This is an optimization exercise on Yosys and OpenROAD, whose aim is small area, a short achievable clock period and few clock cycles per item, not a production implementation.
Where RTL was checked, it was by simulation tests only, not by an equivalence proof against the original.
Power figures rest on the tool's default switching activity, not on a simulated workload.

== job 6318 ==
// babe_dectree
module babe_dectree (
    input  wire        clk,
    input  wire        rst,
    input  wire        start,
    input  wire        first,
    input  wire [15:0] img_w,
    input  wire [15:0] stripe_y,
    input  wire [15:0] stripe_h,
    output wire        busy,
    output wire        fault,
    input  wire        in_valid,
    input  wire [7:0]  in_data,
    output wire        in_ready,
    output wire        job_valid,
    input  wire        job_ready,
    output wire [15:0] job_x,
    output wire [15:0] job_y,
    output wire [15:0] job_w,
    output wire [15:0] job_h,
    output wire [23:0] job_pal,
    output wire [7:0]  job_idx
);
    localparam BW  = 18;         
    localparam LIM = BW - 8;     
    reg        walking;          
    reg        busy_r;
    reg        fault_r;
    reg        ir;               
    reg [BW-1:0] bb;
    reg [4:0]    c;
    reg [15:0] xe, ye, w, h;
    reg        nge, nun, nfun;
    reg [4:0]  nd;               
    reg [4:0]  na;               
    reg [15:0] gw, gh;
    reg [3:0]  mw, mh;
    reg        tv;
    reg        tdir;             
    reg        tge, tun, tfun;
    reg [4:0]  td;               
    reg [4:0]  ta;
    reg [15:0] tvw, tvh;
    reg        tiw, tih;
    reg        p2v;
    reg [4:0]  p2;
    reg [4:0]  p2a, p2b;
    reg [31:0] prest;            
    reg [31:0] s_dir;            
    reg [31:0] s_pw, s_ph;       
    reg [31:0] s_ge;             
    reg [4:0]  s_a [1:7];        
    reg        jv;
    reg [15:0] jx, jy, jw, jh;
    reg [7:0]  ji;
    reg [31:0] ord;
    function need_fn;            
        input [4:0] cc;
  ...
Size: about 4000 cells after synthesis, roughly 510 flip-flops, ~160 I/O pins.
Settings: LEC_CHECK=0, CAP_MARGIN=20, CORE_MARGIN=2, CORE_UTILIZATION=40, PLACE_DENSITY=0.6, SETUP_SLACK_MARGIN=2.5, SLEW_MARGIN=20; clock period 6.0 ns.
run.sh (not shown) runs the stock make flow with config.mk's settings and CLKGATE_MAP_FILE= SYNTH_SCRIPT=/design/flow/synth_recipe.tcl, a recipe that flattens the netlist after the stock synthesis.
Job 6318 finished every step from synthesis to the final layout, and the layout passed the timing, design-rule and antenna checks.
For job 7721, these inputs were changed with respect to job 6318:
- SETUP_SLACK_MARGIN now 3.5, was 2.5
Results
On hold slack, job 6318 and job 7721 are neck and neck.
combinational logic as the largest power group was reported by job 7721, and sequential cells by job 6318.
Diff job 6318 -> job 7721: number of standard cells in the layout, taps in and fillers out now larger, net total in the final layout now larger, timing-limited maximum frequency now smaller, register area comparable, clock skew now larger.
### job 7721 -> job 4129
- a change of SETUP_SLACK_MARGIN from 3.5 to 2.0
Findings:
- Cell with the biggest individual delay on the critical path = sky130_fd_sc_hd__nor4_1: job 7721; cell with the biggest individual delay on the critical path = sky130_fd_sc_hd__fa_1: job 4129
- Relative to job 7721, the maximum number of pins on one net before global-route repair measured on job 4129 has increased by a few percent.
- Job 4129 ends up with a register-to-register slack that is 20 ps lower than in job 7721.
- [compare] base=job 7721 new=job 4129: remaining number of nets flagged by the antenna check after routing level, post-detailed-routing wire length shows a reduction of about 18%, share of the synthesized area in compound gates (AO/OA/AOI/OAI) barely changed, via count of the first global-routing pass moved down, fraction of met1 tracks used by global routing now smaller.
Function was not checked in any run of this note: the RTL went through the layout flow alone.

========
## red
babe_dectree, a different RTL version from the one above (not shown whole).
Size in the first run: roughly 510 flip-flops, about 38000 sq um of cells after synthesis.
export LEC_CHECK = 0
export CAP_MARGIN = 20
export CORE_MARGIN = 2
export CORE_UTILIZATION = 40
export PLACE_DENSITY = 0.6
export SETUP_SLACK_MARGIN = 2.2
export SLEW_MARGIN = 20
create_clock -name core_clock -period 6.0 [get_ports {clk}]
Testbench counts of red, summed over its fixed seeds: cycles 11,584, jobs 6,997.
[inputs] blue vs red
- SETUP_SLACK_MARGIN: 2.2 -> 1.7
## What came out
- Total detailed-routing wirelength: blue vs red down about 3.6%
- Every stage of the flow completed for blue, and the final layout passed the timing, design-rule and antenna checks.
- Sort blue and red by total routed wire length on the met1 layer, ascending, and blue comes first.
- blue vs red: count of cell instances traversed by the critical path down
- Comparing red with blue, the clock network latency to the later pin of the worst-skew pair came out essentially unchanged.
- Part of the total power dissipated in combinational logic: blue vs red down 1.6 points
- The run showing the greater data arrival time of the critical path is blue.
- Number of signal-net buffers in the layout: blue lower than red
--- input diff blue..green ---
- CAP_MARGIN: 20 -> 10
- SLEW_MARGIN: 20 -> 10
- SETUP_SLACK_MARGIN: 1.7 -> 2.0
==> run summary <==
- The flow did not stop early for green: all stages ran, and the layout cleared the timing, design-rule and antenna checks.
- Delta (green minus blue): routing usage on met1 moved up, floorplan core area level, total power moved up, clock power moved up, maximum frequency moved up.
- Compared green vs blue, and clock network power share is up in green.
- Compared with blue, green shows a total sequential power that is about 1% lower.
- The slowest stage cell on the critical path comes out sky130_fd_sc_hd__nor4_2 in one run and sky130_fd_sc_hd__a2111oi_1 in the other, namely in blue and green respectively.
- blue → green: sequential group share of total power lost 1.6 points; count of clock-net buffers in the final layout lost 2.8%; final cell count without fillers picked up an extra 41; total wire length after detailed routing picked up an extra 2.5 mm.
diff inputs: green => orange
- CAP_MARGIN: 10 -> 20
- SETUP_SLACK_MARGIN: 2.0 -> 2.5
- SLEW_MARGIN: 10 -> 20
Findings:
Relative to green, setup clock skew after layout decreased by 0.0094 ns in orange.
Relative to green, orange degrades final standard cell area without fillers.
Worst setup path startpoint: h[1] -> green, prest[26] -> orange
orange vs green: final core utilization up in orange
Comparing green and orange, share of layout cells above drive strength 1 is lower on green.
Re initial antenna violation count: green and orange aren't equal, and the higher value belongs to green.
Of green and orange, the higher top achievable clock speed belongs to orange.
Input changes introduced in purple (baseline for comparison: orange):
- SETUP_SLACK_MARGIN now 2.4, was 2.5
- PLACE_DENSITY now 0.65, was 0.6
Notes after the runs:
For purple and orange, there was not a single run that failed to finish clean. Area added between synthesis and finish: higher on orange. Relative to orange, the final cell area reported for purple is lower. Sequential cell area in the final layout across purple and orange: no real change. Going from orange to purple, buffer share of cell area saw a decrease; register fraction of the total cell area saw an increase; via-per-instance ratio saw little to no change. orange ended up with p2a[4] as its critical path endpoint; purple ended up with p2b[4]. purple vs orange: overall power after layout down slightly.

==> separate check: timing with driven ports <==
How much do the figures lean on ideal ports? The routed layouts below were timed once more, with nothing changed but the port constraints.
Step 1 assumes that a clkbuf_16 drives the clock port and a buf_2 every other input.
Step 2 adds t to the input delays and takes it off the output delays; t is the mean of the earliest and latest rising clock arrival at the registers after step 1. Input paths then give back, and output paths get back, about the clock's delay inside the block.
Slacks: ideal ports / drivers / drivers and shift; pairs: ideal ports / drivers.
run	t (ns)	setup slack, ns	worst setup path after step 2	cell pins on the clock port's net
job 6318	0.706	1.942 / 1.942 / 1.880	input to register	1
job 7721	0.722	1.873 / 1.873 / 1.873	register to register	1
job 4129	0.708	1.851 / 1.851 / 1.587	input to register	1
red	0.731	2.134 / 2.134 / 1.552	input to register	1
blue	0.748	1.787 / 1.787 / 1.301	input to register	1
green	0.722	2.071 / 2.071 / 1.426	input to register	1
orange	0.727	2.287 / 2.287 / 1.752	input to register	1
purple	0.715	2.305 / 2.305 / 1.797	input to register	1
After both steps every run listed still meets setup and hold. The setup slack of green, which loses most, moves by 0.000 ns with the drivers and by -0.645 ns with both steps.
